Background: an optimization exercise with open tools, aiming at small area. Do not read the settings as production practice. Only simulation tests tie the RTL to the original design; equivalence was not proved. Power is estimated from default activity; no workload was simulated.

## T
## adsb_encoder
module adsb_encoder (
    input  wire         clk,
    input  wire         rst,
    input  wire         in_valid,
    output wire         in_ready,
    input  wire [1:0]   op,
    input  wire [23:0]  icao,
    input  wire [2:0]   ca,
    input  wire [4:0]   tc,
    input  wire [1:0]   ss,
    input  wire         nicsb,
    input  wire         tbit,
    input  wire         surface,
    input  wire [31:0]  alt,       
    input  wire [31:0]  lat,       
    input  wire [31:0]  lon,       
    input  wire [63:0]  name,      
    input  wire [87:0]  msg,       
    output wire         out_valid,
    input  wire         out_ready,
    output wire [111:0] frame_e,   
    output wire [111:0] frame_o,
    output wire [7:0]   diag,
    output wire [23:0]  crc,
    output wire         err
);
Settings: LEC_CHECK=0, CAP_MARGIN=20, CORE_MARGIN=2, CORE_UTILIZATION=30, PLACE_DENSITY=0.5, SLEW_MARGIN=20; clock period 34.0 ns.
standard.sh (not shown) runs the stock make flow with config.mk's settings and CLKGATE_MAP_FILE= SYNTH_SCRIPT=/design/flow/synth_recipe.tcl, a recipe that flattens the netlist after the stock synthesis.
==> flow/flow/run.sh <==
#!/bin/bash
# The standard layout (standard.sh) with three changes to how it is made:
#  - Yosys maps the logic with flow/abc_map.script, an area-oriented ABC
#    script, in place of ORFS's delay-oriented abc_speed.script (a copy of
#    ORFS's scripts folder with only that file replaced); the synthesis is
#    otherwise ORFS's, as synth_recipe.tcl runs it;
#  - buffer_ports buffers every input and output port with
#    sky130_fd_sc_hd__buf_1, the smallest buffer;
#  - clock tree synthesis clusters up to 14 registers per leaf buffer
#    (sky130_fd_sc_hd__clkbuf_8) and adds no dummy loads.
# Each tool's output stays in ORFS's own logs; standard.sh's output goes to
# standard.log.
set -e
rm -rf scripts_area
cp -r "$FLOW_HOME/scripts" scripts_area
cp flow/abc_map.script scripts_area/abc_speed.script
export SCRIPTS_DIR="$PWD/scripts_area"
export BUFFER_PORTS_ARGS="-buffer_cell sky130_fd_sc_hd__buf_1"
export CTS_ARGS="-sink_clustering_enable -repair_clock_nets -sink_clustering_size 14 -sink_clustering_max_diameter 60 -buf_list sky130_fd_sc_hd__clkbuf_8 -dont_use_dummy_load"
bash standard.sh > standard.log 2>&1
==> flow/flow/abc_map.script <==
&get -n
&st
&dch
&nf -R 1000
&st
&dch
&nf -R 1000
&st
&dch
&nf -R 1000
&put
dnsize -c
### T -> Q
# T
export LEC_CHECK = 0
export CAP_MARGIN = 20
export CORE_MARGIN = 2
export CORE_UTILIZATION = 30
export PLACE_DENSITY = 0.5
export SLEW_MARGIN = 20
create_clock -name core_clock -period 34.0 [get_ports {clk}]
# Q
export LEC_CHECK = 0
export CAP_MARGIN = 10
export CORE_MARGIN = 2
export CORE_UTILIZATION = 30
export GPL_TIMING_DRIVEN = 0
export PLACE_DENSITY = 0.5
export SLEW_MARGIN = 10
create_clock -name core_clock -period 34.0 [get_ports {clk}]
diff --git a/flow/flow/run.sh b/flow/flow/run.sh
--- a/flow/flow/run.sh
+++ b/flow/flow/run.sh
@@ -9 +9 @@
-#  - clock tree synthesis clusters up to 14 registers per leaf buffer
+#  - clock tree synthesis clusters up to 17 registers per leaf buffer
@@ -19 +19 @@
-export CTS_ARGS="-sink_clustering_enable -repair_clock_nets -sink_clustering_size 14 -sink_clustering_max_diameter 60 -buf_list sky130_fd_sc_hd__clkbuf_8 -dont_use_dummy_load"
+export CTS_ARGS="-sink_clustering_enable -repair_clock_nets -sink_clustering_size 17 -sink_clustering_max_diameter 70 -buf_list sky130_fd_sc_hd__clkbuf_8 -dont_use_dummy_load"
--- outcome ---
On number of antenna violations at the first check in global routing: Q sits below T.
[compare] base=T new=Q: worst hold slack about even; least setup slack across all paths after layout moved down; number of sinks handled by clock tree synthesis closely matched the old numbers; shortest period the worst path allows has increased.
Looking at worst-case setup slack after placement, Q sits 400 ps lower than T does.
Side by side, growth of design area from synthesis to finish turned out higher in Q than in T.
The critical path depth reported for Q is greater than that of T by 3.
Relative to T, the utilization of Q is higher by 1.9 points.
Against T, Q reports a clock network latency to the later pin of the worst-skew pair that is higher.

---

== JK ==
Another version of the RTL of adsb_encoder (not shown whole).
Size: roughly 0.013 sq mm of cells after synthesis.
export LEC_CHECK = 0
export CAP_MARGIN = 20
export CORE_MARGIN = 2
export CORE_UTILIZATION = 30
export PLACE_DENSITY = 0.5
export SLEW_MARGIN = 20
create_clock -name core_clock -period 34.0 [get_ports {clk}]
==> flow/flow/run.sh <==
#!/bin/bash
# The standard layout (standard.sh) with three changes to how it is made:
#  - Yosys maps the logic with flow/abc_map.script, an area-oriented ABC
#    script, in place of ORFS's delay-oriented abc_speed.script (a copy of
#    ORFS's scripts folder with only that file replaced); the synthesis is
#    otherwise ORFS's, as synth_recipe.tcl runs it;
#  - buffer_ports buffers every input and output port with
#    sky130_fd_sc_hd__buf_1, the smallest buffer;
#  - clock tree synthesis clusters up to 30 registers per leaf buffer
#    (sky130_fd_sc_hd__clkbuf_16) and adds no dummy loads.
# Each tool's output stays in ORFS's own logs; standard.sh's output goes to
# standard.log.
set -e
rm -rf scripts_area
cp -r "$FLOW_HOME/scripts" scripts_area
cp flow/abc_map.script scripts_area/abc_speed.script
export SCRIPTS_DIR="$PWD/scripts_area"
export BUFFER_PORTS_ARGS="-buffer_cell sky130_fd_sc_hd__buf_1"
export CTS_ARGS="-sink_clustering_enable -repair_clock_nets -sink_clustering_size 30 -sink_clustering_max_diameter 100 -buf_list sky130_fd_sc_hd__clkbuf_16 -dont_use_dummy_load"
bash standard.sh > standard.log 2>&1
Scripts as last shown in full above: flow/flow/abc_map.script
JK finished all stages; the layout is clean.
Modified inputs, MS compared to JK
-- flow/flow/run.sh --
<<< JK, line 9
#  - clock tree synthesis clusters up to 30 registers per leaf buffer
#    (sky130_fd_sc_hd__clkbuf_16) and adds no dummy loads.
>>> MS, line 9
#  - clock tree synthesis clusters up to 17 registers per leaf buffer
#    (sky130_fd_sc_hd__clkbuf_8) and adds no dummy loads.
<<< JK, line 19
export CTS_ARGS="-sink_clustering_enable -repair_clock_nets -sink_clustering_size 30 -sink_clustering_max_diameter 100 -buf_list sky130_fd_sc_hd__clkbuf_16 -dont_use_dummy_load"
>>> MS, line 19
export CTS_ARGS="-sink_clustering_enable -repair_clock_nets -sink_clustering_size 17 -sink_clustering_max_diameter 70 -buf_list sky130_fd_sc_hd__clkbuf_8 -dont_use_dummy_load"
==> comparison <==
Compared with JK, MS shows a lower relative contribution of the clock network to total power.
MS and JK ended up with roughly the same buffer share of cell area.
Every stage of the flow completed for MS, and the final layout passed the timing, DRC and antenna checks.
As far as remaining routing DRC violations goes, MS and JK are indistinguishable; the numbers are identical.
MS -> JK: footprint of the multi-input gates delta 0, exact match
Per the comparison of MS with JK, depth of the worst register-to-register path down 1; layout clock buffer count rose by 10; post-route total power saw little to no change.
Peak supply drop is higher on JK

---

adsb_encoder, a different RTL version from the one above (not shown whole).
For scale: about 1,500 cells after synthesis, roughly 190 flip-flops, ~550 I/O pins.
export LEC_CHECK = 0
export CAP_MARGIN = 20
export CORE_MARGIN = 2
export CORE_UTILIZATION = 30
export PLACE_DENSITY = 0.5
export SLEW_MARGIN = 20
create_clock -name core_clock -period 34.0 [get_ports {clk}]
==> flow/flow/run.sh <==
#!/bin/bash
# The standard layout (standard.sh) with four changes to how it is made:
#  - Yosys maps the logic with flow/abc_map.script, an area-oriented ABC
#    script, in place of ORFS's delay-oriented abc_speed.script (a copy of
#    ORFS's scripts folder with only that file replaced); the synthesis is
#    otherwise ORFS's, as synth_recipe.tcl runs it;
#  - ADDER_MAP_FILE is empty, so Yosys leaves adders to ABC instead of
#    extracting full and half adder cells first;
#  - buffer_ports buffers every input and output port with
#    sky130_fd_sc_hd__buf_1, the smallest buffer;
#  - clock tree synthesis clusters up to 14 registers per leaf buffer
#    (sky130_fd_sc_hd__clkbuf_8) and adds no dummy loads.
# Each tool's output stays in ORFS's own logs; standard.sh's output goes to
# standard.log.
set -e
rm -rf scripts_area
cp -r "$FLOW_HOME/scripts" scripts_area
cp flow/abc_map.script scripts_area/abc_speed.script
export SCRIPTS_DIR="$PWD/scripts_area"
export ADDER_MAP_FILE=
export BUFFER_PORTS_ARGS="-buffer_cell sky130_fd_sc_hd__buf_1"
export CTS_ARGS="-sink_clustering_enable -repair_clock_nets -sink_clustering_size 14 -sink_clustering_max_diameter 60 -buf_list sky130_fd_sc_hd__clkbuf_8 -dont_use_dummy_load"
bash standard.sh > standard.log 2>&1
Scripts as last shown in full above: flow/flow/abc_map.script
Rerun with:
- CAP_MARGIN: 20 -> 0
- SLEW_MARGIN: 20 -> 0
Result: Synthesized cell count is unchanged; cell area is about the same; critical path depth stays the same.

[static timing again, ports no longer ideal]
The results above use ideal ports. As a check the final layouts listed here were re-extracted and re-timed, cells and wires unchanged.
Step 1 assumes that a clkbuf_16 drives the clock port and a buf_2 every other input.
Step 2 moves the port delays by t, midway between the first and last clock arrival at a register: inputs arrive t later, outputs are due t later. That takes back most of the time a late clock gives input paths.
a / b / c = no drivers / after step 1 / after step 2; a / b = the first two.
run	shift t [ns]	slack for setup (ns)	hold WS [ns]	worst setup path after step 2	slew at the worst register clock pin (ns)
T	0.567	24.491 / 24.518 / 23.952	0.489 / 0.489 / 0.489	input to register	0.12 / 0.12
Q	0.607	24.206 / 24.225 / 23.619	0.490 / 0.490 / 0.490	input to register	0.12 / 0.12
JK	0.530	25.391 / 25.344 / 24.813	0.431 / 0.431 / 0.431	input to register	0.12 / 0.12
MS	0.595	25.443 / 25.400 / 24.805	0.464 / 0.464 / 0.464	input to register	0.11 / 0.11
the first run of note 3	0.549	23.673 / 23.693 / 23.144	0.351 / 0.351 / 0.351	input to register	0.11 / 0.11
the second run of note 3	0.549	23.652 / 23.671 / 23.121	0.351 / 0.351 / 0.351	input to register	0.11 / 0.11
After both steps setup and hold are still met in every run listed. For MS, which loses most, drivers alone change the setup slack by -0.043 ns; drivers and shift together by -0.638 ns.
